Source: an optimization exercise on an open RTL-to-GDS flow (aim: small area, a short achievable clock period and few clock cycles). Production flows keep margins and buffers that such runs may drop. At most, simulation tests tie the RTL to the original design; equivalence was not proved. Only the layout flow was run in run 1; the RTL was not checked for function there. Power is estimated from default activity; no workload was simulated.

File: flow/run.sh
#!/bin/bash
# synth_recipe.tcl (not shown) runs the flow's synth.tcl, then flattens the netlist and writes it again
# the make line also repeats each setting of config.mk as NAME=value (left out here)
make -C /OpenROAD-flow-scripts/flow DESIGN_CONFIG=/design/flow/config.mk WORK_HOME=/design/flow/orfs CLKGATE_MAP_FILE= SYNTH_SCRIPT=/design/flow/synth_recipe.tcl finish
File: flow/config.mk
export PLATFORM = sky130hd
export DESIGN_NAME = soul_va
export DESIGN_NICKNAME = soul_va
export VERILOG_FILES = /design/flow/design.v
export SDC_FILE = /design/flow/constraint.sdc
export NUM_CORES = 4
export LEC_CHECK = 0
export ABC_CLOCK_PERIOD_IN_PS = 2500
export CAP_MARGIN = 20
export CORE_MARGIN = 2
export CORE_UTILIZATION = 55
export CTS_BUF_LIST = sky130_fd_sc_hd__clkbuf_8
export CTS_CLUSTER_SIZE = 30
export SETUP_SLACK_MARGIN = 3.8
export SLEW_MARGIN = 20
export TNS_END_PERCENT = 5
File: flow/constraint.sdc
create_clock -name core_clock -period 6.0 [get_ports {clk}]
set_input_delay 1.2000 -clock core_clock [delete_from_list [all_inputs] [get_ports {clk}]]
set_output_delay 1.2000 -clock core_clock [all_outputs]
set_load 0.01 [all_outputs]
File: flow/design.v
module soul_va (
    input  wire         clk,
    input  wire         rst,         
    input  wire         cmd_valid,
    output wire         cmd_ready,
    input  wire [127:0] cmd,
    output reg          rsp_valid,
    output wire [127:0] rsp
);
    localparam NV = 8;
    integer i, j;
    reg [15:0]      slot_ch   [0:NV-1];
    reg [31:0]      slot_note [0:NV-1];
    reg [NV-1:0]    fresh_q;
    reg [NV-1:0]    active_q;
    reg             all_active_q;    
    reg [NV*NV-1:0] older_q;         
    reg [NV-1:0]    oldest_q;        
    reg          in_v_q;
    reg  [2:0]   in_op_q;        
    reg  [15:0]  in_ch_q;
    reg  [31:0]  in_a_q;
    reg  [31:0]  in_b_q;
    reg          in_ch0_q;       
    reg          in_a0_q;        
    reg          in_nan_q;       
    reg  [NV-1:0] pc_ch_q;       
    reg  [NV-1:0] pc_lo_q;       
    reg  [NV-1:0] pc_hi_q;       
    reg           fw_v_q;
    reg           fw_ch_q, fw_lo_q, fw_hi_q;
    reg          stolen_q;       
    reg          ready_q;
    reg  [2:0]   rsp_kind_q;
    reg  [2:0]   rsp_port_q;
    reg  [15:0]  rsp_ch_q;
    reg  [31:0]  rsp_a_q;
    reg  [31:0]  rsp_b_q;
    reg  [NV-1:0] pend_q;
    reg          free_q;         
    assign cmd_ready = ready_q;
    assign rsp = {5'b10010, rsp_kind_q, 5'd0, rsp_port_q, rsp_ch_q, rsp_a_q, rsp_b_q, 32'd0};
    function many8(input [NV-1:0] x);    
        reg seen;
        integer n;
        begin
            seen  = 1'b0;
            many8 = 1'b0;
            for (n = 0; n < NV; n = n + 1) begin
                many8 = many8 | (seen & x[n]);
                seen  = seen | x[n];
            end
        end
    endfunction
    function [2:0] pe8(input [NV-1:0] x);
        pe8 = x[0] ? 3'd0 : x[1] ? 3'd1 : x[2] ? 3'd2 : x[3] ? 3'd3 :
              x[4] ? 3'd4 : x[5] ? 3'd5 : x[6] ? 3'd6 : 3'd7;
    endfunction
    function [2:0] enc8(input [NV-1:0] oh);
        enc8 = {|oh[7:4], oh[7] | oh[6] | oh[3] | oh[2], oh[7] | oh[5] | oh[3] | oh[1]};
    endfunction
    wire [7:0]  cmd_op  = cmd[127:120];
    wire [15:0] cmd_ch  = cmd[111:96];
    wire [31:0] cmd_a   = cmd[95:64];
    wire [31:0] cmd_b   = cmd[63:32];
    wire cmd_va     = (cmd_op[7:3] == 5'b00010) && (cmd_op[2:0] <= 3'd4);
    wire cmd_noteon = (cmd_op == 8'h10);
    wire cmd_a0     = (cmd_a[30:0] == 31'd0);
    reg [NV-1:0] cmd_pc_ch, cmd_pc_lo, cmd_pc_hi;
    always @* begin
        for (i = 0; i < NV; i = i + 1) begin
            cmd_pc_ch[i] = (cmd_ch == slot_ch[i]);
            cmd_pc_lo[i] = (cmd_a[15:0] == slot_note[i][15:0]);
            cmd_pc_hi[i] = (cmd_a[30:16] == slot_note[i][30:16]) &&
                           (cmd_a0 || (cmd_a[31] == slot_note[i][31]));
        end
    end
    wire is_on  = (in_op_q == 3'd0);
    wire is_off = (in_op_q == 3'd1);
    reg [NV-1:0] newest, hits;
    reg          c_eq, n_eq;
    always @* begin
        for (i = 0; i < NV; i = i + 1) begin
            newest[i] = 1'b1;
            for (j = 0; j < NV; j = j + 1) begin
                if (j > i) newest[i] = newest[i] & !older_q[i*NV+j];
                if (j < i) newest[i] = newest[i] & older_q[j*NV+i];
            end
            if (fw_v_q && newest[i]) begin
                c_eq = fw_ch_q;
                n_eq = fw_lo_q && fw_hi_q;
            end else if (fresh_q[i]) begin
                c_eq = in_ch0_q;
                n_eq = in_a0_q;
            end else begin
                c_eq = pc_ch_q[i];
                n_eq = pc_lo_q[i] && pc_hi_q[i];
            end
            hits[i] = c_eq && (!is_off || (n_eq && !in_nan_q));
        end
    end
    wire          any_hit   = |hits;
    wire [NV-1:0] hits_rest = hits & ~(hits & (~hits + 1'b1));
    wire [NV-1:0] pend_rest = pend_q & ~(pend_q & (~pend_q + 1'b1));
    wire          hits_many = many8(hits);
    wire          pend_many = many8(pend_q);
    wire one_free   = (active_q == 8'b01111111) || (active_q == 8'b10111111) ||
                      (active_q == 8'b11011111) || (active_q == 8'b11101111) ||
                      (active_q == 8'b11110111) || (active_q == 8'b11111011) ||
                      (active_q == 8'b11111101) || (active_q == 8'b11111110);
    wire steal      = is_on && all_active_q && !stolen_q;      
    wire go_on      = in_v_q && is_on && free_q && !steal;     
    wire go_off     = in_v_q && is_off && free_q;              
    wire load_steal = in_v_q && free_q && steal;
    reg [15:0] vic_ch;
    reg [31:0] vic_note;
    always @* begin
        vic_ch   = 16'd0;
        vic_note = 32'd0;
        for (i = 0; i < NV; i = i + 1) begin
            vic_ch   = vic_ch   | ({16{oldest_q[i]}} & slot_ch[i]);
            vic_note = vic_note | ({32{oldest_q[i]}} & slot_note[i]);
        end
    end
    reg [NV*NV-1:0] older_d;
    reg [NV-1:0]    oldest_d;
    always @* begin
        older_d = older_q;
        for (i = 0; i < NV; i = i + 1)
            for (j = i + 1; j < NV; j = j + 1) begin
                if (go_on) begin
                    if (oldest_q[i])      older_d[i*NV+j] = 1'b0;
                    else if (oldest_q[j]) older_d[i*NV+j] = 1'b1;
                end else if (go_off) begin
                    if (hits[i] && hits[j]) older_d[i*NV+j] = 1'b1;
                    else if (hits[i])       older_d[i*NV+j] = active_q[j];
                    else if (hits[j])       older_d[i*NV+j] = !active_q[i];
                end
            end
        for (i = 0; i < NV; i = i + 1) begin
            oldest_d[i] = 1'b1;
            for (j = 0; j < NV; j = j + 1) begin
                if (j > i) oldest_d[i] = oldest_d[i] & older_d[i*NV+j];
                if (j < i) oldest_d[i] = oldest_d[i] & !older_d[j*NV+i];
            end
        end
    end
    wire take      = ready_q && cmd_valid;
    wire consume   = is_on ? (free_q && !steal) : (free_q || !any_hit);
    wire in_v_d    = take ? cmd_va : (in_v_q && !consume);
    wire stolen_d  = !take && (load_steal || (stolen_q && !go_on));
    wire free_d    = free_q ? (!in_v_q || is_on || !hits_many) : !pend_many;
    wire all_act_d = go_on ? (all_active_q || one_free) :
                     go_off ? (all_active_q && !any_hit) : all_active_q;
    wire ready_d   = take ? (!cmd_va || (free_d && !(cmd_noteon && all_act_d)))
                          : (!in_v_q || consume ||
                             (is_on ? (load_steal || (free_d && !(all_active_q && !stolen_q)))
                                    : free_d));
    always @(posedge clk) begin
        if (ready_q) begin
            in_op_q  <= cmd_op[2:0];
            in_ch_q  <= cmd_ch;
            in_a_q   <= cmd_a;
            in_b_q   <= cmd_b;
            in_ch0_q <= (cmd_ch == 16'd0);
            in_a0_q  <= cmd_a0;
            in_nan_q <= (&cmd_a[30:23]) && (|cmd_a[22:0]);
            pc_ch_q  <= cmd_pc_ch;
            pc_lo_q  <= cmd_pc_lo;
            pc_hi_q  <= cmd_pc_hi;
            fw_v_q   <= go_on;
            fw_ch_q  <= (cmd_ch == in_ch_q);
            fw_lo_q  <= (cmd_a[15:0] == in_a_q[15:0]);
            fw_hi_q  <= (cmd_a[30:16] == in_a_q[30:16]) && (cmd_a0 || (cmd_a[31] == in_a_q[31]));
        end
        if (free_q) begin
            rsp_ch_q   <= steal ? vic_ch   : in_ch_q;
            rsp_a_q    <= steal ? vic_note : in_a_q;
            rsp_b_q    <= is_on && !steal ? in_b_q : 32'd0;
            rsp_kind_q <= steal ? 3'd1 : in_op_q;
        end
        rsp_port_q <= free_q ? (is_on ? enc8(oldest_q) : pe8(hits)) : pe8(pend_q);
        for (i = 0; i < NV; i = i + 1) begin
            if (go_on && oldest_q[i]) begin
                slot_ch[i]   <= in_ch_q;
                slot_note[i] <= in_a_q;
            end
        end
        if (rst) begin
            in_v_q       <= 1'b0;
            stolen_q     <= 1'b0;
            ready_q      <= 1'b1;
            rsp_valid    <= 1'b0;
            pend_q       <= {NV{1'b0}};
            free_q       <= 1'b1;
            active_q     <= {NV{1'b0}};
            all_active_q <= 1'b0;
            fresh_q      <= {NV{1'b1}};
            oldest_q     <= {{(NV-1){1'b0}}, 1'b1};
            for (i = 0; i < NV; i = i + 1)
                for (j = 0; j < NV; j = j + 1)
                    older_q[i*NV+j] <= (i < j);
        end else begin
            in_v_q       <= in_v_d;
            stolen_q     <= stolen_d;
            ready_q      <= ready_d;
            rsp_valid    <= !free_q || (in_v_q && (is_on || any_hit));
            pend_q       <= free_q ? ({NV{in_v_q && !is_on}} & hits_rest) : pend_rest;
            free_q       <= free_d;
            all_active_q <= all_act_d;
            if (go_on)
                active_q <= active_q | oldest_q;
            else if (go_off)
                active_q <= active_q & ~hits;
            if (go_on)
                fresh_q <= fresh_q & ~oldest_q;
            older_q      <= older_d;
            oldest_q     <= oldest_d;
        end
    end
endmodule
==> results of run 1 <==
-- final cells by class --
| class | count | area [sq um] | share of cell area (%) |
|---|---|---|---|
| Antenna cell | 1 | 2.50 | 0.00692 |
| Clock buffer | 113 | 1560 | 4.30 |
| Clock inverter | 85 | 440 | 1.22 |
| Inverter | 22 | 109 | 0.301 |
| Multi-Input combinational cell | 1449 | 11500 | 31.7 |
| Sequential cell | 649 | 18800 | 52.1 |
| Tap cell | 696 | 871 | 2.41 |
| Timing Repair Buffer | 308 | 2840 | 7.86 |
| Timing Repair inverter | 4 | 30.0 | 0.0830 |
-- routing by layer --
layer | vias up | global-route usage [%]
met1 | 11000 | 48.4
met2 | 1614 | 54.4
met5 | - | 0
li1 | 9271 | -
met3 | 302 | 7.97
met4 | 0 | 14.0
-- power groups by stage --
stage / Clock (W) / Combinational [W] / Sequential, W
after CTS: 0.00373 / 0.000465 / 0.00503
after global placement: 0 / 0.000471 / 0.00512
after global routing: 0.00394 / 0.000512 / 0.00503
after detailed placement: 0 / 0.000468 / 0.00512
final: 0.00370 / 0.000489 / 0.00503
after floorplan: 0 / 0.000278 / 0.00511
-- synthesized netlist by cell type (4+ instances only) --
master	count	area share, %
edfxtp_1	581	58
xnor2_1	387	11
clkbuf_1	113	1.4
nand4_1	109	2.3
a22oi_1	98	2.4
nand2_1	87	1.1
dfxtp_1	68	4.5
a31oi_1	60	1.2
o21ai_0	59	0.98
a221oi_1	57	1.7
a21o_1	51	1.3
a22o_1	51	1.5
xor2_1	47	1.4
nor4_1	46	0.96
buf_4	45	1.1
nor2_1	40	0.50
and3_1	36	0.75
a21oi_1	33	0.55
nand3_1	29	0.48
o211ai_1	27	0.67
inv_1	22	0.27
buf_1	20	0.25
nor3_1	18	0.30
nand2b_1	12	0.25
a2111oi_0	11	0.32
or3_1	10	0.21
nand3b_1	9	0.22
mux2i_1	7	0.23
a221o_1	6	0.20
and2_1	6	0.12
nor2b_1	6	0.12
a211oi_1	5	0.12
buf_2	5	0.083
o21a_1	5	0.12
o22ai_1	5	0.10
o31ai_1	5	0.12
nand4b_1	4	0.12
-- layout by cell type (no fill, tap or decap), types with 13 or more instances in the layout --
master | Yosys | layout
and3_1 | 36 | 33
o21ai_0 | 59 | 54
clkdlybuf4s50_1 | 0 | 43
clkinv_1 | 0 | 27
nor2_1 | 40 | 30
buf_12 | 0 | 13
nand2_1 | 87 | 75
clkbuf_8 | 0 | 113
a21oi_1 | 33 | 22
nand3_1 | 29 | 21
o211ai_1 | 27 | 27
buf_6 | 0 | 15
a31oi_1 | 60 | 54
dfxtp_2 | 0 | 21
nor4_2 | 0 | 17
inv_1 | 22 | 50
a22oi_1 | 98 | 97
nand4_1 | 109 | 109
a21o_1 | 51 | 51
xor2_1 | 47 | 47
edfxtp_1 | 581 | 581
buf_4 | 45 | 113
nor4_1 | 46 | 23
conb_1 | 2 | 42
clkinv_2 | 0 | 17
dfxtp_1 | 68 | 44
xnor2_1 | 387 | 384
nor3_1 | 18 | 15
dlygate4sd2_1 | 0 | 76
a221oi_1 | 57 | 55
a22o_1 | 51 | 51
-- registers in the layout (all words and copies together) (netlist names), 7 cells and up --
signal,count
slot_note,256
slot_ch,128
in_a_q,32
in_b_q,32
rsp_a_q,32
rsp_b_q,32
older_q,28
in_ch_q,16
rsp_ch_q,16
active_q,8
fresh_q,8
oldest_q,8
pc_ch_q,8
pc_hi_q,8
pc_lo_q,8
pend_q,7
-- final timing paths --
kind | from | to | slack, ns
worst max register to register | fw_v_q | ready_q | 3.28
worst min register to register | pend_q[7] | pend_q[7] | 0.52
worst min-delay path | pend_q[7] | pend_q[7] | 0.52
worst max-delay path | fw_v_q | ready_q | 3.28
-- through the flow --
step           cells  hold slack, ns  setup WS [ns]
5_1_grt         3326           0.538           3.22
4_1_cts         3291           0.513           3.39
3_5_place_dp    3017           0.503           1.98
3_3_place_gp    3016           0.495           2.04
2_1_floorplan   2296           0.456           3.41
6_report        3327           0.521           3.28
-- critical path, delay by kind of cell, from the launching register on --
family | cells | cell delay, ns
AO/OA/AOI/OAI | 3 | 0.89
AND/OR/NAND/NOR | 4 | 0.67
flip-flops | 1 | 0.39
buffers and inverters | 2 | 0.37
adder cells (fa/ha/maj) | 1 | 0.30
-- timing repair --
| item | CTS | global route |
|---|---|---|
| gates cloned | 9 | 3 |
| pin swaps | 41 | 43 |
| buffers inserted | 67 | 32 |
| endpoints found under the setup margin | 618 | 560 |
| resized for setup | 294 | 217 |
-- kinds of logic (layout without fill, tap and decap cells) --
logic type | count (synthesis) | in the layout | share of synthesized area, %
other | 2 | 43 | 0.0250
multiplexers | 8 | 8 | 0.271
AND/OR/NAND/NOR | 443 | 450 | 8.61
AO/OA/AOI/OAI | 512 | 512 | 12.6
adder cells (fa/ha/maj) | 3 | 3 | 0.100
flip-flops | 649 | 649 | 62.6
XOR/XNOR | 434 | 434 | 12.7
buffers and inverters | 205 | 532 | 3.14
==> flow_results.org, run 1 <==
** Outcome
- The flow ran to the end and the layout has no timing, DRC or antenna violations.

** STA
- For the pin with the worst max-slew slack, the measured transition is 0.973 ns.
- In this run the tightest slew margin relative to its limit is a little over a third.
- Max Clock Skew :: about 0.05 ns
- Total negative setup slack :: 0 ns
- Setup violations remaining at the end of the flow were counted as 0.
- The final hold violation count is 0.
- Peak clock frequency supported by timing :: 368 MHz
- Final Max Tran Viols :: 0
- Clock period minus final worst setup slack :: 2.72 ns
- Setup repair after global routing could not meet its margin everywhere.
- The worst path uses a little under half of the clock period.

** Pwr
- Sw frac :: roughly a quarter
- Share of power burned in the clock network :: between 40% and 50%
- Registers are responsible for a little over half of the overall power.
- Combinational power share :: under 10%
- Total power for the finished layout comes to between 0.009 and 0.01 W.
- Total internal power :: 0.00705 W
- Peak VDD IR :: ~0.25 mV
- Summed over all nets, the switching power comes to ~0.0022 W.
- Cell area power density :: about 250 mW/mm^2
- Leakage power :: roughly 13 nW

** Global route
- Summed over all layers, the global routing overflow is 0.
- The via count of the first global-routing pass was roughly 21000.
- Entering global routing, the biggest net connects 61 pins.
- First-pass GRT wire length :: approximately 140000 um
- The initial antenna violation count is 3.
- Total routing usage reported by global routing :: 35.1%

** Setup path
- By instance count, the cell type seen most on the critical path is o211ai_1.
- Cell-by-cell trace of the critical path :: buf_6, nor4b_4, nand2_1, o211ai_1, buf_4, nor2_4, maj3_2, o211ai_1, nand4_1, a21oi_2
- For the worst flop-to-flop path, the logic depth is 10.
- Crit path DAT :: around 3.4 ns
- The worst setup path is captured at a flip-flop.
- In this run the worst path has a maximum fanout of 6.
- Critical-path cell with the highest stage delay :: o211ai_1
- Setup crit start kind :: flip-flop
- In this design, the stage delay of the slowest critical-path cell is 0.42 ns.
- For the worst setup path, the data required time is 6.63 ns.
- The critical path is of the flip-flop to flip-flop type.

** Detailed routing
- The count of nets left with antenna violations once routing finished came out at 0.
- Dividing the detail-routed via count by the number of cells gives 6.67.
- Detail Route met3 WL :: roughly 12000 um
- DRC :: 0
- Wire length on met2 :: 46000 um
- First-pass iteration count of the detailed router :: 6
- The highest layer touched by signal routing is met4.
- Metal-1 WL :: slightly below 40000 um
- Number of DRC markers after the initial detailed-route iteration :: approximately 3000
- In the final routed layout, each cell accounts on average for just over 30 um.
- The final route contains approximately 22000 vias.
- WL final :: slightly above 100000 um

** Logic synthesis
- Share of flip-flops with an asynchronous set or reset :: 0%
- For this run, the leading register cell type out of synthesis is edfxtp_1.
- The synthesized netlist occupies a cell area of ~0.030 sq mm.
- In this run, distinct cell masters in the synthesized netlist total between 80 and 90.
- Count of warnings emitted by yosys :: 3
- Cells after synthesis :: around 2300
- After synthesis, the mean cell area works out to between 10 and 15 sq um.
- Share of the yosys chip area belonging to registers :: between 60 and 70%
- In this run, synthesis inferred between 500 and 600 flip-flops with an integrated enable.
- Register bit count reported by yosys :: approximately 650

** Cells and area
- In the final design database the tool counted around 2700 nets.
- Once layout is complete, the utilization of the core stands at between 60% and 70%.
- Layout overhead on the synthesized area :: 20.4%
- Of the cells placed in the final design, the portion with a size suffix greater than 1 is 18.9%.
- With fillers left out, the area of the finished cells amounts to approximately 0.036 sq mm.
- After filler insertion, the fill cell instance count of the layout stands at between 4000 and 5000.

** Clocking
- Root Driver :: clkbuf_8
- Hold-fix buffers, CTS :: 0
- TritonCTS built the clock tree.
- H-tree depth :: 3
- No sink is reached through more buffers than the 3 on the longest clock path.
- Clock-pin slew was measured on the worst setup and hold paths at around 0.070 ns.
- In this run, CTS created clock tree buffers numbering ~110.
- Number of sinks on the clock net :: 649
- The later pin in the worst-skew pair is clocked with a latency of approximately 0.73 ns.

** Die
- Die span in x :: roughly 240 um
- Die outline area :: ~0.057 sq mm
- Std cell rows :: 85
- Core Footprint :: 0.0539 sq mm
- For this configuration, the core starts out at a cell density of about 56%.
- During I/O placement, the number of pins put on the boundary was roughly 260.
- The floorplan step set the die height to ~240 um.

** Worst hold path
- The worst hold path belongs to the class flip-flop to flip-flop.
- Number of cells traversed by the worst hold path :: 2

** Placed design
- Routability congestion estimate :: around 0.95
- During placement, the flow inserted port buffers numbering roughly 180.
- Sum of net half-perimeters after detailed placement :: roughly 60000 um
- Placed instance area :: 0.0324 sq mm

** Run
- Max-cap check violation count :: 0
==> run 2, diff against run 1 <==
--- a/flow/design.v
+++ b/flow/design.v
@@ -22,12 +22,8 @@
     reg  [31:0]  in_a_q;
     reg  [31:0]  in_b_q;
-    reg          in_ch0_q;       
-    reg          in_a0_q;        
     reg          in_nan_q;       
     reg  [NV-1:0] pc_ch_q;       
     reg  [NV-1:0] pc_lo_q;       
     reg  [NV-1:0] pc_hi_q;       
-    reg           fw_v_q;
-    reg           fw_ch_q, fw_lo_q, fw_hi_q;
     reg          stolen_q;       
     reg          ready_q;
@@ -67,37 +63,7 @@
     wire cmd_noteon = (cmd_op == 8'h10);
     wire cmd_a0     = (cmd_a[30:0] == 31'd0);
-    reg [NV-1:0] cmd_pc_ch, cmd_pc_lo, cmd_pc_hi;
-    always @* begin
-        for (i = 0; i < NV; i = i + 1) begin
-            cmd_pc_ch[i] = (cmd_ch == slot_ch[i]);
-            cmd_pc_lo[i] = (cmd_a[15:0] == slot_note[i][15:0]);
-            cmd_pc_hi[i] = (cmd_a[30:16] == slot_note[i][30:16]) &&
-                           (cmd_a0 || (cmd_a[31] == slot_note[i][31]));
-        end
-    end
     wire is_on  = (in_op_q == 3'd0);
     wire is_off = (in_op_q == 3'd1);
-    reg [NV-1:0] newest, hits;
-    reg          c_eq, n_eq;
-    always @* begin
-        for (i = 0; i < NV; i = i + 1) begin
-            newest[i] = 1'b1;
-            for (j = 0; j < NV; j = j + 1) begin
-                if (j > i) newest[i] = newest[i] & !older_q[i*NV+j];
-                if (j < i) newest[i] = newest[i] & older_q[j*NV+i];
-            end
-            if (fw_v_q && newest[i]) begin
-                c_eq = fw_ch_q;
-                n_eq = fw_lo_q && fw_hi_q;
-            end else if (fresh_q[i]) begin
-                c_eq = in_ch0_q;
-                n_eq = in_a0_q;
-            end else begin
-                c_eq = pc_ch_q[i];
-                n_eq = pc_lo_q[i] && pc_hi_q[i];
-            end
-            hits[i] = c_eq && (!is_off || (n_eq && !in_nan_q));
-        end
-    end
+    wire [NV-1:0] hits = pc_ch_q & ~({NV{is_off}} & ~(pc_lo_q & pc_hi_q & {NV{!in_nan_q}}));
     wire          any_hit   = |hits;
     wire [NV-1:0] hits_rest = hits & ~(hits & (~hits + 1'b1));
@@ -113,4 +79,26 @@
     wire go_off     = in_v_q && is_off && free_q;              
     wire load_steal = in_v_q && free_q && steal;
+    wire fw_ch = (cmd_ch == in_ch_q);
+    wire fw_lo = (cmd_a[15:0] == in_a_q[15:0]);
+    wire fw_hi = (cmd_a[30:16] == in_a_q[30:16]) && (cmd_a0 || (cmd_a[31] == in_a_q[31]));
+    reg [NV-1:0] cmd_pc_ch, cmd_pc_lo, cmd_pc_hi;
+    always @* begin
+        for (i = 0; i < NV; i = i + 1) begin
+            if (go_on && oldest_q[i]) begin
+                cmd_pc_ch[i] = fw_ch;
+                cmd_pc_lo[i] = fw_lo;
+                cmd_pc_hi[i] = fw_hi;
+            end else if (fresh_q[i]) begin
+                cmd_pc_ch[i] = (cmd_ch == 16'd0);
+                cmd_pc_lo[i] = cmd_a0;
+                cmd_pc_hi[i] = 1'b1;
+            end else begin
+                cmd_pc_ch[i] = (cmd_ch == slot_ch[i]);
+                cmd_pc_lo[i] = (cmd_a[15:0] == slot_note[i][15:0]);
+                cmd_pc_hi[i] = (cmd_a[30:16] == slot_note[i][30:16]) &&
+                               (cmd_a0 || (cmd_a[31] == slot_note[i][31]));
+            end
+        end
+    end
     reg [15:0] vic_ch;
     reg [31:0] vic_note;
@@ -163,14 +151,8 @@
             in_a_q   <= cmd_a;
             in_b_q   <= cmd_b;
-            in_ch0_q <= (cmd_ch == 16'd0);
-            in_a0_q  <= cmd_a0;
             in_nan_q <= (&cmd_a[30:23]) && (|cmd_a[22:0]);
             pc_ch_q  <= cmd_pc_ch;
             pc_lo_q  <= cmd_pc_lo;
             pc_hi_q  <= cmd_pc_hi;
-            fw_v_q   <= go_on;
-            fw_ch_q  <= (cmd_ch == in_ch_q);
-            fw_lo_q  <= (cmd_a[15:0] == in_a_q[15:0]);
-            fw_hi_q  <= (cmd_a[30:16] == in_a_q[30:16]) && (cmd_a0 || (cmd_a[31] == in_a_q[31]));
         end
         if (free_q) begin
--- a/flow/config.mk
+++ b/flow/config.mk
@@ -10,6 +10,7 @@
 export CORE_MARGIN = 2
 export CORE_UTILIZATION = 55
-export CTS_BUF_LIST = sky130_fd_sc_hd__clkbuf_8
-export CTS_CLUSTER_SIZE = 30
+export CTS_BUF_LIST = sky130_fd_sc_hd__clkbuf_8 sky130_fd_sc_hd__clkbuf_16
+export CTS_CLUSTER_DIAMETER = 80
+export CTS_CLUSTER_SIZE = 16
 export SETUP_SLACK_MARGIN = 3.8
 export SLEW_MARGIN = 20
==> run 2 against run 1 <==
Against the previous run:
- count of clock-buffer cells in the layout shrank 66
- global-route usage shrank 0.88 points
- cell area shrank 2.6%
- setup slack is essentially flat
- sequential share of layout area grew 0.81 points
- clock power shrank about 20%
- die area shrank 1.7%
- highest routed layer is now met5
==> flow_results.org, run 2 <==
** Detailed routing
- The detail route stage leaves a number of antenna-violating nets equal to 0.
- The final layout contains routed wiring with a total length of 96800 um.
- Vias per inst :: approximately 6.6
- The pre-antenna-repair detailed-routing pass consisted of 6 iterations.
- WL/cell :: 30.7 um
- The first routing iteration left approximately 2500 violations.
- In the routed design, unresolved DRC markers number 0.
- Total vias in the final route :: 20800

** Outcome
- The run finished with no timing, DRC or antenna violations.

** Clocking
- Cts bufs inserted :: 46
- H-tree depth :: 2
- Clock tree from TritonCTS :: yes
- The clock reaches the later pin of the worst-skew pair after around 0.61 ns.
- After clock tree synthesis, the clock-pin slew on the worst setup and hold paths is 0.08 ns.
- The clock net in this run drives a total of ~640 sinks.
- CTS placed an instance of clkbuf_16 at the clock tree root.
- Maximum buffer depth of the clock tree :: 3

** Setup path
- By instance count, the cell type seen most on the critical path is mux2i_1.
- Worst Setup SP :: in_op_q[1]
- Maximum fanout encountered on the critical timing path :: 7
- Setup crit start kind :: flip-flop
- The worst setup path is of the flip-flop to flip-flop kind.
- The number of buffers and inverters on the critical path is 3.
- Delay-heaviest family, CP :: simple AND/OR/NAND/NOR gates
- Critical-path cell with the highest stage delay :: edfxtp_1
- Traced cell by cell, the critical path runs through or3b_4, o21ai_4, buf_6, buf_12, mux2i_1, mux2i_1, o211ai_1, buf_4, nand4_1, nor4b_2.
- Reg2Reg Launch Point :: in_op_q[1]
- The worst register-to-register path has a depth of 10.
- CP peak stage delay :: between 0.5 and 0.6 ns
- Endpoint of the most critical register-to-register path :: oldest_q[3]
- In this run the register-to-register setup slack is roughly 3.3 ns.
- In this run the worst setup path terminates at oldest_q[3].
- For the worst setup path, the data arrival time is ~3.2 ns.
- Crit path capture type :: flip-flop
- At the worst endpoint, the required time is 6.52 ns.
- Counting buffers and inverters, the worst setup path is 10 cells deep.

** Logic synthesis
- Cell with the most instances after synthesis :: edfxtp_1
- Ranking of synthesized cells by area :: edfxtp_1 (58%), xor2_1 (9.6%), dfxtp_1 (4.6%)
- The cell area that synthesis handed to floorplanning was around 0.03 sq mm.
- Area fraction in compound gates after synthesis :: about an eighth
- Cells after synthesis :: roughly 2200
- Most area-hungry cell type in the Yosys netlist :: edfxtp_1
- Fraction of the mapped netlist area in adder cells :: 0.0339%
- The portion of synthesized area spent on multiplexers is less than 1%.
- Mean post-synth cell area :: 13.3 sq um
- Register bit count reported by yosys :: approximately 640
- Netlist cell types :: 73
- Share of the synthesized area in the top cell type :: about three fifths
- Dominant combinational cell family by area after synthesis :: XOR/XNOR gates
- Sequential cells were found to cover between 60% and 70% of the synthesized design area.
- By count the netlist is led by edfxtp_1 (575), xor2_1 (324), clkbuf_1 (127), xnor2_1 (110), a22oi_1 (98).
- During synthesis, Yosys emitted a total of 3 warnings.
- EDFF count, synth :: 575
- Of the total synthesized cell area, the portion taken by XOR and XNOR cells is roughly an eighth.
- The most used flip-flop cell after synthesis is edfxtp_1.
- Share of flip-flops with an asynchronous set or reset :: 0%
- The synthesized netlist devotes around 7.9% of its cell area to simple gates.

** STA
- Setup violations remaining at the end of the flow were counted as 0.
- After layout, the worst path uses 45.3% of the clock period.
- The smallest clock period supported by the final layout is computed as between 2 and 3 ns.
- The final hold violation count was 0.
- The worst pin sits at a relative slew slack of between 30% and 40%.
- Peak clock frequency supported by timing :: about 370 MHz
- Between clock sinks in the finished design, the worst skew comes to between 0.015 and 0.02 ns.
- The final-report max-slew violation count came to 0.
- Setup repair after global routing could not meet its margin everywhere.
- At the pin with the least slew margin, the transition time is ~1.0 ns.
- Total negative setup slack :: 0 ns

** Placed design
- Number of port buffers :: about 180
- Sum of net half-perimeters after detailed placement :: about 58000 um
- Cells after DPL :: 2977
- Placed instance area :: between 0.03 and 0.04 sq mm
- At the end of routability-driven placement, the weighted congestion stood at around 0.92.

** Die
- The floorplan step set the die height to between 200 and 250 um.
- Die span in x :: around 240 um
- For this configuration, the core starts out at a cell density of a little under three fifths.
- Die outline area :: 0.0556 sq mm
- The region available for standard cell placement spans about 0.053 sq mm.
- Std cell rows :: 84
- Number of placed I/O pins :: roughly 260

** Cells and area
- Leaving out fill and tap cells, the most frequent cells in the layout are edfxtp_1 (575), xor2_1 (323), xnor2_1 (110).
- The post-route netlist has 16.4% of its cells at a drive strength greater than 1.
- Layout overhead on the synthesized area :: 19.3%
- The register with the most flip-flops in the layout has between 200 and 300 of them.
- Once layout is done, the placed cells without fillers occupy around 0.035 sq mm.
- Leaving out filler cells and counting taps, the final layout contains approximately 3100.
- Layout net count :: 2581
- Largest registers :: slot_note: 256 flops, slot_ch: 128 flops
- Leading cell type in the layout, fill and taps excluded :: edfxtp_1
- Fill cell count :: 3950
- slot_note holds more flip-flops than any other register.

** Global route
- Total routing usage reported by global routing :: roughly a third
- Grt total ovfl :: 0
- The via count of the first global-routing pass was just over 20000.
- Antenna violations before repair :: 2
- Maximum number of pins on one net before global-route repair :: 56
- First-pass GRT wire length :: approximately 140000 um

** Run
- Max-cap check violation count :: 0

** Worst hold path
- Along the worst hold path, the cell count comes to 1.
- Min-Delay Path Class :: flip-flop to flip-flop

** Pwr
- The analysis attributes to cell leakage a power of ~13 nW.
- Net switching is between 20% and 30% of the power.
- In this run the power density over the cells is around 240 mW/mm^2.
- The share of total power dissipated in combinational logic is ~5.6%.
- In this run the power spent charging and discharging nets is roughly 0.0019 W.
- Total internal power :: about 0.0065 W
- The clock network burns between 30% and 40% of the power.
- IR analysis of the VDD net gives a maximum drop of around 0.25 mV.
- Of the total power, registers draw 59.2%.
## run 2: cell types whose count changed in the layout (fill, tap and decap cells not counted), sizes merged, moves of 10 or more
cell	previous run	this run
a21oi	33	45
buf	152	168
clkbuf	128	60
clkinv	44	3
dlygate4sd2	76	89
inv	54	16
nand2b	12	28
nand3	31	10
nand4	109	53
nor2	42	53
nor4	47	98
o211ai	28	18
xnor2	387	110
xor2	47	324
## run 2: stage by stage
step	setup WS, ns	total power (W)	utilization [%]	hold WS, ns
detailed placement	1.78	0.00551	60.4	0.508
finish	3.28	0.00840	66.7	0.545
global placement	1.80	0.00551	60.4	0.479
floorplan	3.28	0.00532	-	0.465
CTS	3.36	0.00842	65.8	0.537
global route	3.19	0.00863	66.6	0.555
## run 2: cell type report
class	instances	area (sq um)	share of cell area, %
antenna	1	2.50	0.00710
inverter	17	98.8	0.281
timing repair buffer	317	3200	9.08
multi-input combinational	1419	11100	31.6
clock buffer	47	1180	3.34
sequential	643	18600	52.9
timing repair inverter	6	45.0	0.128
clock inverter	11	78.8	0.224
tap	688	861	2.44
## run 2: worst min path at each step
stage,startpoint,end,slack (ns)
floorplan,stolen_q,stolen_q,0.47
global placement,stolen_q,stolen_q,0.48
detailed placement,stolen_q,stolen_q,0.51
CTS,stolen_q,stolen_q,0.54
global route,pend_q[7],pend_q[7],0.55
finish,in_b_q[20],rsp_b_q[20],0.54
## run 2: what timing repair did
| action | in CTS | in global routing |
|---|---|---|
| setup buffers | 78 | 19 |
| cloned | 14 | 2 |
| resized for setup | 489 | 111 |
| pin swaps | 56 | 33 |
| hold endpoints to repair | 0 | 0 |
| hold buffers | 0 | 0 |
| setup endpoints to repair | 610 | 580 |
## run 2: power by group through the flow
| stage | clock network [W] | registers [W] | logic, W |
|---|---|---|---|
| final | 0.00295 | 0.00497 | 0.000472 |
| after global routing | 0.00315 | 0.00498 | 0.000495 |
| after CTS | 0.00299 | 0.00497 | 0.000459 |
| after detailed placement | 0 | 0.00507 | 0.000441 |
| after global placement | 0 | 0.00507 | 0.000445 |
| after floorplan | 0 | 0.00507 | 0.000258 |
## run 2: cells by family after synthesis
family                   Yosys count
flip-flops                       643
AO/OA/AOI/OAI                    511
XOR/XNOR                         434
AND/OR/NAND/NOR                  419
buffers and inverters            203
multiplexers                      11
other                              2
adder cells (fa/ha/maj)            1
## run 2: layer usage
layer,vias to the layer above,wire length (um),GRT usage [%]
met4,4,4440,14.5
met1,10400,38400,47.0
li1,8895,-,-
met2,1236,44800,53.8
met3,258,9230,6.52
met5,-,29,0
Testbench counts of run 2, summed over its fixed seeds: cycles 31,612.
==> run 3, diff against run 2 <==
--- a/flow/config.mk
+++ b/flow/config.mk
@@ -10,7 +10,6 @@
 export CORE_MARGIN = 2
 export CORE_UTILIZATION = 55
-export CTS_BUF_LIST = sky130_fd_sc_hd__clkbuf_8 sky130_fd_sc_hd__clkbuf_16
-export CTS_CLUSTER_DIAMETER = 80
-export CTS_CLUSTER_SIZE = 16
+export CTS_BUF_LIST = sky130_fd_sc_hd__clkbuf_8
+export CTS_CLUSTER_SIZE = 30
 export SETUP_SLACK_MARGIN = 3.8
 export SLEW_MARGIN = 20
==> run 3 against run 2 <==
Against the previous run:
- critical path type unchanged
- setup slack better by 0.066 ns
- combinational power decreased by 2%
- largest cell class unchanged
- critical endpoint is now oldest_q[4]
- cell area is 1.6% higher
- final cell count up 4.6%
- still clean
- highest routed layer unchanged
- die area stayed put
==> flow_results.org, run 3 <==
** Pwr
- Combinational logic burns under 10% of the power.
- Cell area power density :: approximately 250 mW/mm^2
- The share of total power dissipated in sequential elements is a little under three fifths.
- Peak VDD IR :: around 0.18 mV
- Share of power burned in the clock network :: 39.0%
- Total internal power :: roughly 0.0068 W
- For this design the static power due to leakage is 13.0 nW.
- Net switching is between 20% and 30% of the power.
- P_sw :: ~0.0021 W

** Logic synthesis
- In the post-synthesis netlist, the cell with the most instances is edfxtp_1.
- Count of warnings emitted by yosys :: 3
- Cells after synthesis :: around 2200
- Share of the yosys chip area belonging to registers :: roughly 63%
- The share of synthesized area in the top cell type comes to about three fifths.
- EDFF count, synth :: around 580
- Top post-synthesis cells by count :: edfxtp_1 (575), xor2_1 (324), clkbuf_1 (127), xnor2_1 (110), a22oi_1 (98)
- edfxtp_1 takes more of the synthesized area than any other cell.
- Counting flops and latches in the post-synthesis netlist gives approximately 640.
- Netlist area before placement :: 0.0295 sq mm
- Ranked by total cell area, the synthesized netlist is headed by edfxtp_1 (58%), xor2_1 (9.6%), dfxtp_1 (4.6%).
- Mean post-synth cell area :: roughly 13 sq um
- Share of flip-flops with an asynchronous set or reset :: 0%
- Among all flip-flop cells after synthesis, the most frequent one is edfxtp_1.
- Counting distinct cell types in the post-synthesis netlist gives 73.

** Cells and area
- Most used cells in the layout excluding fill and tap cells :: edfxtp_1 (575), xor2_1 (324), xnor2_1 (110)
- In the final design database the tool counted approximately 2600 nets.
- The library cell used most frequently in the layout, excluding fill and tap cells, is edfxtp_1.
- Largest registers :: slot_note: 256 flops, slot_ch: 128 flops
- Largest register FFs :: approximately 260
- Measured on the finished design, the core utilization comes to about two thirds.
- The post-route netlist has 18.8% of its cells at a drive strength greater than 1.
- slot_note holds more flip-flops than any other register.
- For this run, the number of standard cells in the final layout without fillers is roughly 3300.
- Diode insertion count for antenna repair :: 0
- Layout overhead on the synthesized area :: 21.3%

** Clocking
- The clock passes through at most 3 buffers.
- Root Driver :: clkbuf_8
- H-tree depth :: 3
- Clock-pin slew was measured on the worst setup and hold paths at around 0.060 ns.
- Counting every sink on the clock net gives about 640.
- Clock tree from TritonCTS :: yes
- Cts bufs inserted :: roughly 100
- The later pin in the worst-skew pair is clocked with a latency of 0.72 ns.

** Placed design
- Cells after DPL :: slightly below 3000
- Number of port buffers :: about 180
- Routability-driven placement finished with a final weighted congestion of roughly 0.92.
- OpenSTA, run right after detailed placement, puts the worst setup slack at between 1.5 and 2 ns.
- The wire-length estimate of the detail-placed layout is about 58000 um.

** Global route
- Antenna violations before repair :: 2
- Entering global routing, the biggest net connects 56 pins.
- Summed over all layers, the global routing overflow is 0.
- Total routing usage reported by global routing :: a little over a third
- Number of global-route vias before repair :: roughly 21000
- First-pass GRT wire length :: approximately 140000 um

** Detailed routing
- The detail route stage leaves a number of antenna-violating nets equal to 0.
- Vias per inst :: around 6.5
- The first routing iteration left 2557 violations.
- WL/cell :: between 20 and 30 um
- DRC :: 0
- First-pass iteration count of the detailed router :: 6
- WL final :: 98000 um
- The detailed router placed ~21000 vias in this run.

** Setup path
- CP peak stage delay :: around 0.6 ns
- Crit path capture type :: flip-flop
- Counting stages on the worst path, the most repeated cell is mux2i_1.
- Counting both buffers and inverters, the worst setup path holds a total of 2.
- Worst setup path class :: flip-flop to flip-flop
- Walking the worst path, the cells encountered are or3b_4, o21ai_4, buf_6, buf_12, mux2i_1, mux2i_1, o211ai_1, or4_4, nor3_2.
- In this design, the largest share of critical-path delay is due to simple AND/OR/NAND/NOR gates.
- Setup crit start kind :: flip-flop
- Maximum fanout encountered on the critical timing path :: 7
- Crit path DAT :: roughly 3.3 ns
- Critical-path cell with the highest stage delay :: or4_4
- Required time of the worst setup path :: 6.64 ns

** STA
- At the pin with the least slew margin, the transition time is ~1.1 ns.
- After layout, the minimum clock period comes to roughly 2.7 ns.
- On the final layout, the worst clock skew is ~0.033 ns.
- After layout, the worst path uses around 44% of the clock period.
- Hold is met by roughly 0.54 ns.
- # setup viols final :: 0
- Peak clock frequency supported by timing :: 377 MHz
- After layout, the worst setup slack is about 3.3 ns.
- Measured against its own limit, the worst slew margin works out to 28.9%.
- Setup repair after global routing could not meet its margin everywhere.
- Total negative setup slack :: 0 ns
- The final hold violation count came to 0.
- The final-report max-slew violation count came to 0.

** Die
- The die is between 200 and 250 um wide.
- Core Footprint :: approximately 0.053 sq mm
- The floorplan step defined a die boundary enclosing 0.0556 sq mm.
- During I/O placement, the number of pins put on the boundary was 261.
- The die is between 200 and 250 um tall.
- After floorplanning, the core was divided into between 80 and 90 placement rows.
- Initial cell density of the core :: between 50% and 60%

** Run
- Max-cap check violation count :: 0

** Outcome
- The flow ran to the end and the layout has no timing, DRC or antenna violations.

** Worst hold path
- Min-Delay Path Class :: flip-flop to flip-flop
[run 3: cell counts after synthesis]
No cell type changed its count.
[run 3: routing by layer]
metal | wire length, um | share of wire [%] | vias up | track usage, %
met2 | 45300 | 46 | 1353 | 54.6
met1 | 39000 | 40 | 10700 | 47.6
met3 | 9740 | 9.9 | 239 | 6.64
li1 | - | - | 9103 | -
met5 | 15 | 0.015 | - | 0
met4 | 3880 | 4.0 | 2 | 14.8
[run 3: cell families (layout without fill, tap and decap cells)]
group	after synthesis	count (layout)	share of synthesized area [%]
other	2	42	0.0254
XOR/XNOR	434	434	12.9
AND/OR/NAND/NOR	419	420	7.87
AO/OA/AOI/OAI	511	511	12.5
buffers and inverters	203	544	3.21
flip-flops	643	643	63.1
adder cells (fa/ha/maj)	1	1	0.0339
multiplexers	11	11	0.377
[run 3: worst register-to-register path, delay by kind of cell (launching register included)]
| kind | cells | cell delay (ns) |
|---|---|---|
| AND/OR/NAND/NOR | 3 | 1.20 |
| flip-flops | 1 | 0.51 |
| AO/OA/AOI/OAI | 2 | 0.39 |
| buffers and inverters | 2 | 0.27 |
| multiplexers | 2 | 0.23 |
[run 3: metrics by stage]
stage	area, sq um	power (W)
2_1_floorplan	30100	0.00532
3_3_place_gp	31900	0.00551
3_5_place_dp	31900	0.00551
4_1_cts	35100	0.00894
5_1_grt	35800	0.00919
6_report	35800	0.00891
[run 3: final timing paths]
kind              slack [ns]  cells after the start           to  startpoint
setup / recovery        3.35                      9  oldest_q[4]  in_op_q[1]
hold / removal          0.54                      1   rsp_b_q[0]   in_b_q[0]
setup reg to reg        3.35                      9  oldest_q[4]  in_op_q[1]
hold reg to reg         0.54                      1   rsp_b_q[0]   in_b_q[0]
[run 3: timing repair]
item	CTS	global route
cloned	14	1
hold buffers	0	0
setup buffers	71	37
setup endpoints to repair	610	590
pin swaps	32	47
resized for setup	394	156
[run 3: area by class of cell]
cell class              instances  area [sq um]
inverters                      17          98.8
well taps                     688           861
repair buffers                327          3200
flip-flops and latches        643         18600
repair inverters                6          45.0
clock inverters                88           394
fillers                      3926         17100
multi-input cells            1419         11100
clock buffers                 106          1460
[run 3: power groups by stage]
| stage | Sequential [W] | Clock, W | Combinational [W] |
|---|---|---|---|
| CTS | 0.00498 | 0.00352 | 0.000438 |
| floorplan | 0.00507 | 0 | 0.000258 |
| global route | 0.00499 | 0.00372 | 0.000483 |
| finish | 0.00498 | 0.00347 | 0.000461 |
| detailed placement | 0.00507 | 0 | 0.000441 |
| global placement | 0.00507 | 0 | 0.000445 |
==> run 4, diff against run 3 <==
--- a/flow/design.v
+++ b/flow/design.v
@@ -13,4 +13,5 @@
     reg [31:0]      slot_note [0:NV-1];
     reg [NV-1:0]    fresh_q;
+    reg [NV-1:0]    zero_q;          
     reg [NV-1:0]    active_q;
     reg             all_active_q;    
@@ -19,4 +20,7 @@
     reg          in_v_q;
     reg  [2:0]   in_op_q;        
+    reg          in_on_q;        
+    reg          in_off_q;       
+    reg          in_a0_q;        
     reg  [15:0]  in_ch_q;
     reg  [31:0]  in_a_q;
@@ -63,6 +67,6 @@
     wire cmd_noteon = (cmd_op == 8'h10);
     wire cmd_a0     = (cmd_a[30:0] == 31'd0);
-    wire is_on  = (in_op_q == 3'd0);
-    wire is_off = (in_op_q == 3'd1);
+    wire is_on  = in_on_q;
+    wire is_off = in_off_q;
     wire [NV-1:0] hits = pc_ch_q & ~({NV{is_off}} & ~(pc_lo_q & pc_hi_q & {NV{!in_nan_q}}));
     wire          any_hit   = |hits;
@@ -81,5 +85,5 @@
     wire fw_ch = (cmd_ch == in_ch_q);
     wire fw_lo = (cmd_a[15:0] == in_a_q[15:0]);
-    wire fw_hi = (cmd_a[30:16] == in_a_q[30:16]) && (cmd_a0 || (cmd_a[31] == in_a_q[31]));
+    wire fw_hi = (cmd_a[30:16] == in_a_q[30:16]) && (in_a0_q || (cmd_a[31] == in_a_q[31]));
     reg [NV-1:0] cmd_pc_ch, cmd_pc_lo, cmd_pc_hi;
     always @* begin
@@ -97,5 +101,5 @@
                 cmd_pc_lo[i] = (cmd_a[15:0] == slot_note[i][15:0]);
                 cmd_pc_hi[i] = (cmd_a[30:16] == slot_note[i][30:16]) &&
-                               (cmd_a0 || (cmd_a[31] == slot_note[i][31]));
+                               (zero_q[i] || (cmd_a[31] == slot_note[i][31]));
             end
         end
@@ -148,4 +152,7 @@
         if (ready_q) begin
             in_op_q  <= cmd_op[2:0];
+            in_on_q  <= (cmd_op[2:0] == 3'd0);
+            in_off_q <= (cmd_op[2:0] == 3'd1);
+            in_a0_q  <= cmd_a0;
             in_ch_q  <= cmd_ch;
             in_a_q   <= cmd_a;
@@ -159,7 +166,7 @@
             rsp_ch_q   <= steal ? vic_ch   : in_ch_q;
             rsp_a_q    <= steal ? vic_note : in_a_q;
-            rsp_b_q    <= is_on && !steal ? in_b_q : 32'd0;
             rsp_kind_q <= steal ? 3'd1 : in_op_q;
         end
+        rsp_b_q    <= (free_q && is_on && !steal) ? in_b_q : 32'd0;
         rsp_port_q <= free_q ? (is_on ? enc8(oldest_q) : pe8(hits)) : pe8(pend_q);
         for (i = 0; i < NV; i = i + 1) begin
@@ -167,4 +174,5 @@
                 slot_ch[i]   <= in_ch_q;
                 slot_note[i] <= in_a_q;
+                zero_q[i]    <= in_a0_q;
             end
         end
==> flow/flow/run.sh (new file) <==
#!/bin/bash
# Layout flow: the standard ORFS flow (standard.sh, unchanged synthesis),
# with the port buffers made of plain buffers (sky130_fd_sc_hd__buf_4)
# instead of the delay cells buffer_ports picks by default. Every port still
# gets its own buffer. The full make output goes to flow_make.log here; each
# ORFS step also keeps its own log under orfs/logs/.
set -euo pipefail
bash standard.sh "BUFFER_PORTS_ARGS=-buffer_cell sky130_fd_sc_hd__buf_4" finish > flow_make.log 2>&1
==> flow/standard.sh (new file) <==
#!/bin/bash
# synth_recipe.tcl (not shown) runs the flow's synth.tcl, then flattens the netlist and writes it again
# the make line also repeats each setting of config.mk as NAME=value (left out here)
make -C /OpenROAD-flow-scripts/flow DESIGN_CONFIG=/design/flow/config.mk WORK_HOME=/design/flow/orfs CLKGATE_MAP_FILE= SYNTH_SCRIPT=/design/flow/synth_recipe.tcl "${@:-finish}"
removed: flow/run.sh
==> run 4 against run 3 <==
Against the previous run:
- clock power up 1%
- sequential power grew 1%
- cell area is 2.8% lower
- count of clock-buffer cells in the layout rose by 1
- maximum frequency is 3.8% higher
- critical path type is now input pin to flip-flop
==> flow_results.org, run 4 <==
** Detailed routing
- WL/cell :: just under 30 um
- First-pass iteration count of the detailed router :: 5
- Dividing the detail-routed via count by the number of cells gives 6.51.
- Number of routed nets with antenna violations :: 0
- DRC :: 0
- Total vias in the final route :: roughly 21000
- For this block, the routed nets add up to roughly 96000 um of wire.
- The first routing iteration left ~2600 violations.

** STA
- Hold is met by 0.439 ns.
- Tcrit/Tclk final :: around 43%
- Max_slew headroom :: a little under a third
- Setup violations remaining at the end of the flow were counted as 0.
- The final hold violation count was 0.
- Final Max Tran Viols :: 0
- Tightest Pin Transition :: a little over 1 ns
- Clock period minus final worst setup slack :: approximately 2.6 ns
- Total negative setup slack :: 0 ns
- RSZ-0062 raised after global routing :: yes
- Final worst setup slack :: about 3.4 ns
- Peak clock frequency supported by timing :: approximately 390 MHz
- Max Clock Skew :: about 0.025 ns

** Setup path
- Crit path DAT :: 3.10 ns
- Critical-path cell with the highest stage delay :: nor4_1
- Worst r2r path cells :: 5
- In this run the worst path has a maximum fanout of 11.
- On the worst path, the slowest cell contributes a delay of approximately 0.7 ns.
- Together, buffers and inverters on the worst path number 1.
- Walking the worst path, the cells encountered are buf_4, xor2_1, nor4_1, nand4_1, o21ai_0, nand2_1, o21ai_0.
- Critical Path Most Common Cell :: o21ai_0
- Crit path capture type :: flip-flop
- By startpoint and endpoint, the worst setup path is classified as input pin to flip-flop.
- Delay-heaviest family, CP :: simple AND/OR/NAND/NOR gates
- Setup crit start kind :: input pin
- STA puts the critical path data required time at 6.54 ns.
- CP Depth :: 7

** Clocking
- Clock-pin slew was measured on the worst setup and hold paths at 0.06 ns.
- The clock passes through at most 3 buffers.
- Number of sinks on the clock net :: between 600 and 700
- Cts bufs inserted :: 105
- TritonCTS built the clock tree.
- The later pin in the worst-skew pair is clocked with a latency of ~0.72 ns.
- The number of hold buffers added after CTS was 0.
- In this run the clock root is driven by a clkbuf_8.
- H-tree depth :: 3

** Pwr
- Power spread over the standard cell area amounts to around 260 mW/mm^2.
- Combinational power share :: just under 5%
- IR analysis of the VDD net gives a maximum drop of around 0.17 mV.
- Of the total power, registers draw between 50% and 60%.
- Total power for the finished layout comes to around 0.009 W.
- Leakage power :: between 10 and 15 nW
- In this run the power spent charging and discharging nets is about 0.0021 W.
- Share of power burned in the clock network :: 39.1%
- Total internal power :: 0.00688 W
- Sw frac :: a little under a quarter

** Cells and area
- Reg with most FFs :: slot_note
- The top cell types in the final layout, fill and taps aside, are edfxtp_1 (554), xor2_1 (378), buf_4 (248).
- Layout overhead on the synthesized area :: 16.8%
- The largest registers in the layout are slot_note: 256 flops, slot_ch: 128 flops.
- The register with the most flip-flops in the layout has approximately 260 of them.
- Of the cells placed in the final design, the portion with a size suffix greater than 1 is between 20% and 30%.
- The library cell used most frequently in the layout, excluding fill and tap cells, is edfxtp_1.
- Layout net count :: approximately 2600

** Die
- The die is approximately 240 um wide.
- Initial cell density of the core :: 55.5%
- Core Footprint :: 0.0537 sq mm
- The die covers between 0.05 and 0.06 sq mm.
- The floorplan has 85 rows.
- From bottom edge to top edge, the die measures 237 um.
- Number of placed I/O pins :: 261

** Global route
- The initial antenna violation count came to 2.
- Number of global-route vias before repair :: 20800
- Entering global routing, the biggest net connects 69 pins.
- The total overflow left after global routing is 0.
- Total routing usage reported by global routing :: about 34%
- First-pass GRT wire length :: roughly 140000 um

** Logic synthesis
- Register bit count reported by yosys :: 654
- The share of the Yosys chip area taken by registers is ~63%.
- During synthesis, Yosys emitted a total of 3 warnings.
- In this run, synthesis inferred ~550 flip-flops with an integrated enable.
- The cell count after synthesis came out at 2268.
- Top post-synthesis cells by count :: edfxtp_1 (554), xor2_1 (378), nor4_1 (114), clkbuf_1 (110), dfxtp_1 (100)
- Netlist cell types :: just under 80
- Share of the synthesized area in the top cell type :: a little under three fifths
- By instance count, the leading cell after synthesis is edfxtp_1.
- Mean post-synth cell area :: ~13 sq um
- In the synthesized netlist the async set-or-reset flop fraction comes to 0%.
- Most used DFF post-synth :: edfxtp_1
- Most area-hungry cell type in the Yosys netlist :: edfxtp_1
- Netlist area before placement :: ~0.030 sq mm
- Ranking of synthesized cells by area :: edfxtp_1 (56%), xor2_1 (11%), dfxtp_1 (6.7%)

** Outcome
- Status :: finished clean

** Run
- The tool flagged a number of max-cap violations equal to 0.

** Worst hold path
- Min-Delay Path Class :: flip-flop to flip-flop
- Counting instances, the worst hold path has a depth of 1.

** Placed design
- Sum of net half-perimeters after detailed placement :: roughly 59000 um
- The congestion estimate from routability-driven global placement came to 0.938.
- Prior to clock tree synthesis, the placed netlist has a worst setup slack of around 2.3 ns.
- Number of port buffers :: 178
## run 4: per-layer routing
metal / up-vias / global-route usage (%) / wire length [um]
met3: 221 / 6.66 / 9450
li1: 9125 / - / -
met4: 0 / 10.7 / 3320
met5: - / 0 / 0
met2: 1321 / 54.0 / 44600
met1: 10800 / 47.5 / 39000
## run 4: per-stage QoR
step	instances	utilization [%]	instance area (sq um)
global placement	3023	58.8	31600
floorplan	2308	-	30300
CTS	3252	63.5	34100
detailed placement	3025	58.9	31600
finish	3290	64.8	34800
global route	3290	64.8	34800
## run 4: layout make-up
cell class                 count  area, sq um
tap                          696          871
multi-input combinational   1445        10900
clock inverter                82          382
timing repair buffer         279         2350
fill                        4118        18900
antenna                        2         5.00
clock buffer                 107         1470
sequential                   654        18700
inverter                      21          113
timing repair inverter         4         30.0
## run 4: final timing paths
path | start | endpoint | slack [ns]
min | in_b_q[1] | rsp_b_q[1] | 0.44
min reg2reg | in_b_q[1] | rsp_b_q[1] | 0.44
max | cmd[106] | pc_ch_q[7] | 3.44
max reg2reg | oldest_q[3] | oldest_q[0] | 3.56
## run 4: timing repair
item,4_1_cts,5_1_grt
resized for setup,59,75
endpoints found under the setup margin,654,512
setup buffers,34,34
hold endpoints to repair,0,0
cloned,4,1
pin swaps,1,28
## run 4: worst reg2reg max path: cells and delay by family (launching register included)
family | cells | cell delay, ns
buf+inv | 1 | 0.76
compound gates | 3 | 0.75
flops | 1 | 0.69
simple gates | 1 | 0.14
## run 4: power groups by stage
| stage | clock network, W | logic (W) | registers, W |
|---|---|---|---|
| after floorplan | 0 | 0.000264 | 0.00512 |
| after global placement | 0 | 0.000422 | 0.00512 |
| after detailed placement | 0 | 0.000419 | 0.00513 |
| after CTS | 0.00357 | 0.000427 | 0.00503 |
| after global routing | 0.00376 | 0.000468 | 0.00504 |
| final | 0.00351 | 0.000444 | 0.00503 |
## run 4: cell families (layout without fill, tap and decap cells)
kind of cell	after synthesis	count (layout)	synth area share, %
buffers and inverters	209	493	3.31
XOR/XNOR	434	434	12.8
AND/OR/NAND/NOR	421	421	8.17
flip-flops	654	654	62.6
other	2	44	0.0252
multiplexers	5	5	0.168
AO/OA/AOI/OAI	542	542	13.0
adder cells (fa/ha/maj)	1	1	0.0336
Testbench counts of run 4, summed over its fixed seeds: cycles 31,612.
==> run 5, diff against run 4 <==
--- a/flow/config.mk
+++ b/flow/config.mk
@@ -10,7 +10,8 @@
 export CORE_MARGIN = 2
 export CORE_UTILIZATION = 55
-export CTS_BUF_LIST = sky130_fd_sc_hd__clkbuf_8
-export CTS_CLUSTER_SIZE = 30
-export SETUP_SLACK_MARGIN = 3.8
+export CTS_BUF_LIST = sky130_fd_sc_hd__clkbuf_8 sky130_fd_sc_hd__clkbuf_16
+export CTS_CLUSTER_DIAMETER = 80
+export CTS_CLUSTER_SIZE = 16
+export SETUP_SLACK_MARGIN = 3.9
 export SLEW_MARGIN = 20
-export TNS_END_PERCENT = 5
+export TNS_END_PERCENT = 100
==> run 5 against run 4 <==
Against the previous run:
- setup slack better by 0.19 ns
- register-to-register slack better by 0.13 ns
- combinational power is 28% higher
- hold slack better by 0.0019 ns
- largest cell class unchanged
- largest power group unchanged
==> flow_results.org, run 5 <==
** Outcome
- The run finished with no timing, DRC or antenna violations.

** Logic synthesis
- Ranking of synthesized cells by area :: edfxtp_1 (56%), xor2_1 (11%), dfxtp_1 (6.7%)
- Summing the sequential cell areas from Yosys gives a little over three fifths of the chip area.
- The largest total area in the synthesized netlist belongs to edfxtp_1.
- EDFF count, synth :: 554
- In the synthesized netlist the async set-or-reset flop fraction comes to 0%.
- Cell with the most instances after synthesis :: edfxtp_1
- A synthesized cell averages between 10 and 15 sq um.
- In the synthesized netlist the dominant register cell turns out to be edfxtp_1.
- In this run the biggest area consumer among cell types represents between 50% and 60% of the synthesized area.
- Netlist cell types :: between 70 and 80
- Count of warnings emitted by yosys :: 3
- Sorting the synthesized cells by how often they occur yields edfxtp_1 (554), xor2_1 (378), nor4_1 (114), clkbuf_1 (110), dfxtp_1 (100).
- The cell count after synthesis came out at 2268.
- Register bit count reported by yosys :: between 600 and 700
- The cell area that synthesis handed to floorplanning was slightly below 0.03 sq mm.

** STA
- Final Hold Viols :: 0
- Worst-case hold slack :: 0.441 ns
- Setup violations remaining at the end of the flow were counted as 0.
- Adding up every negative setup slack in the final design gives 0 ns.
- The final-report max-slew violation count was 0.
- After layout, the worst path uses around two fifths of the clock period.
- The smallest clock period supported by the final layout is computed as 2.37 ns.
- Based on the critical path, the design can be clocked at up to approximately 420 MHz.
- Clock skew on the completed layout was measured at about 0.03 ns.
- The worst pin sits at a relative slew slack of 40.3%.
- At the pin with the least slew margin, the transition time is between 0.8 and 0.9 ns.
- Setup repair after global routing could not meet its margin everywhere.

** Die
- The die is roughly 240 um wide.
- Die height :: around 240 um
- Number of placed I/O pins :: 261
- After floorplanning, the core was sized to cover roughly 0.054 sq mm.
- Die outline area :: 0.0560 sq mm
- The floorplan has 85 rows.
- For this configuration, the core starts out at a cell density of roughly 55%.

** Run
- The tool flagged a number of max-cap violations equal to 0.

** Clocking
- The tree built by TritonCTS fans out to roughly 650 sinks.
- Maximum buffer depth of the clock tree :: 3
- Hold-fix buffers, CTS :: 0
- Clock tree synthesis selected as its root buffer the cell clkbuf_16.
- After clock tree synthesis, the clock-pin slew on the worst setup and hold paths is approximately 0.070 ns.
- The H-tree generated during clock tree synthesis spans 2 levels.
- Clock tree from TritonCTS :: yes
- Source-to-sink clock delay at the later pin of the worst-skew pair :: 0.64 ns
- Cts bufs inserted :: 47

** Setup path
- Maximum fanout encountered on the critical timing path :: 1
- Delay-heaviest family, CP :: flip-flops
- The worst setup path is launched from a flip-flop.
- The largest single stage delay on the critical path is ~0.4 ns.
- In this run the number of cells on the critical path is 1.
- Together, buffers and inverters on the worst path number 1.
- Worst r2r path cells :: 8
- Crit path capture type :: output port
- Data arrives at the worst endpoint at 1.17 ns.
- Traced cell by cell, the critical path runs through buf_6.
- Required time of the worst setup path :: ~4.8 ns
- For this design, the slowest cell found on the critical path is edfxtp_1.
- Worst setup path class :: flip-flop to output port

** Detailed routing
- DRC :: 0
- After detailed routing, the average wire length per cell comes to around 32 um.
- Total vias in the final route :: between 20000 and 25000
- Highest metal layer with signal wires :: met4
- The routed design uses ~9200 um of met3 wire.
- Detailed routing placed a total of approximately 48000 um of wire on met2.
- First-pass iteration count of the detailed router :: 6
- Summed over all layers, the routed wires come to 102000 um.
- In this run the remaining antenna-violating nets after routing total 0.
- Vias per inst :: 6.66
- For this block, wires on met1 add up to just over 40000 um.
- Number of DRC markers after the initial detailed-route iteration :: ~2900

** Cells and area
- Most used cells in the layout excluding fill and tap cells :: edfxtp_1 (554), xor2_1 (340), buf_4 (157)
- Ranked by flip-flop count, first place goes to slot_note.
- Leaving out fill and tap cells, the most frequent cell in the layout is edfxtp_1.
- Largest register FFs :: between 200 and 300
- Final non-filler cell area :: between 0.03 and 0.04 sq mm
- Of the cells placed in the final design, the portion with a size suffix greater than 1 is between 20 and 30%.
- For this run, the post-layout net count is 2652.
- The largest registers in the layout are slot_note: 256 flops, slot_ch: 128 flops.
- The area growth from synthesis to layout is 25.8%.

** Placed design
- Sum of net half-perimeters after detailed placement :: 59900 um
- Number of port buffers :: around 180
- Routability-driven placement finished with a final weighted congestion of ~0.9.
- Once placement finished, the instance area stood at about 0.032 sq mm.

** Pwr
- IR analysis of the VDD net gives a maximum drop of roughly 0.31 mV.
- Cell area power density :: around 230 mW/mm^2
- Leakage power :: approximately 13 nW

** Global route
- Grt total ovfl :: 0
- The first global-routing pass estimated 145000 um of wire.
- For this run, the total global-route usage over all layers was measured as approximately a third.
- Entering global routing, the biggest net connects between 50 and 60 pins.
- The via count of the first global-routing pass is 20900.
- The initial antenna violation count came to 2.

** Worst hold path
- The path class of the tightest hold or removal check is flip-flop to flip-flop.
- Number of cells traversed by the worst hold path :: 1
run 5: cell counts after synthesis:
No cell type changed its count.
run 5: kinds of logic (layout without fill, tap and decap cells):
family | after synthesis | count (layout) | share of synthesized area (%)
xor+xnor | 434 | 434 | 12.8
buf+inv | 209 | 448 | 3.31
compound gates | 542 | 542 | 13.0
simple gates | 421 | 425 | 8.17
flops | 654 | 654 | 62.6
mux | 5 | 5 | 0.168
fa+ha+maj | 1 | 1 | 0.0336
other cells | 2 | 43 | 0.0252
run 5: repair_timing:
action                                  CTS  global route
buffers inserted                         78            49
gates cloned                             10             9
pin swaps                                88           114
endpoints found under the setup margin  651           251
resized for setup                       397           203
run 5: path summary, 6_finish.rpt:
| kind | start | to | slack (ns) |
|---|---|---|---|
| max | rsp_a_q[8] | rsp[72] | 3.63 |
| min | in_b_q[4] | rsp_b_q[4] | 0.44 |
| max reg2reg | in_nan_q | ready_q | 3.69 |
| min reg2reg | in_b_q[4] | rsp_b_q[4] | 0.44 |
run 5: stage by stage:
step                worst slack, ns  utilization [%]  std cells  total power, W
floorplan                      3.49                -       2308         0.00541
CTS                            3.61             66.6       3189         0.00872
global placement               2.40             58.9       3020         0.00555
detailed placement             2.47             59.0       3022         0.00555
global route                   3.59             69.7       3248         0.00897
finish                         3.63             69.7       3248         0.00876
run 5: layout make-up:
| cell class | instances | area, sq um |
|---|---|---|
| Multi-Input combinational cell | 1449 | 12500 |
| Inverter | 21 | 109 |
| Clock buffer | 51 | 1260 |
| Clock inverter | 28 | 150 |
| Timing Repair inverter | 4 | 30.0 |
| Timing Repair Buffer | 344 | 3860 |
| Fill cell | 3733 | 16200 |
| Tap cell | 696 | 871 |
| Sequential cell | 654 | 18700 |
| Antenna cell | 1 | 2.50 |
run 5: where the power goes:
part | internal [W] | leakage [nW] | total (W) | switching (W)
Sequential | 0.00497 | 6.08 | 0.00503 | 0.0000650
Clock | 0.00156 | 0.779 | 0.00317 | 0.00161
Combinational | 0.000245 | 6.38 | 0.000567 | 0.000322
Total | 0.00677 | 13.2 | 0.00876 | 0.00200
run 5: per-layer routing:
metal / GRT usage (%) / vias to the layer above
li1: - / 9080
met1: 50.7 / 11000
met2: 55.2 / 1306
met3: 4.81 / 246
met4: 12.3 / 0
met5: 0 / -
run 5: worst register-to-register path: cells and delay by family, from the launching register on:
kind | cells | cell delay [ns]
compound gates | 4 | 0.98
buf+inv | 2 | 0.30
flops | 1 | 0.38
simple gates | 2 | 0.53

[what the ideal ports hide]
In the flow no input, the clock included, has a driving cell. The finished layouts below were timed again as built, in two steps. Step 1 (the two cells are an assumption about what drives the block):
set clk [get_ports {clk}]
set_driving_cell -lib_cell sky130_fd_sc_hd__clkbuf_16 $clk
set_driving_cell -lib_cell sky130_fd_sc_hd__buf_2 [delete_from_list [all_inputs] $clk]
Step 2 adds t to the input delays and takes it off the output delays; t is the mean of the earliest and latest rising clock arrival at the registers after step 1. Input paths then give back, and output paths get back, about the clock's delay inside the block. a / b / c = no drivers / after step 1 / after step 2; a / b = the first two.
run | shift t [ns] | setup slack, ns | worst slew at a driven data input, ns
run 1 | 0.764 | 3.280 / 3.280 / 2.724 | 0.09
run 2 | 0.667 | 3.280 / 3.280 / 2.801 | 0.12
run 3 | 0.764 | 3.347 / 3.347 / 2.681 | 0.10
run 4 | 0.776 | 3.443 / 3.481 / 2.710 | 0.07
run 5 | 0.682 | 3.630 / 3.568 / 3.117 | 0.15
After both steps every run listed still meets setup and hold. The setup slack of run 4, which loses most, moves by +0.038 ns with the drivers and by -0.733 ns with both steps.
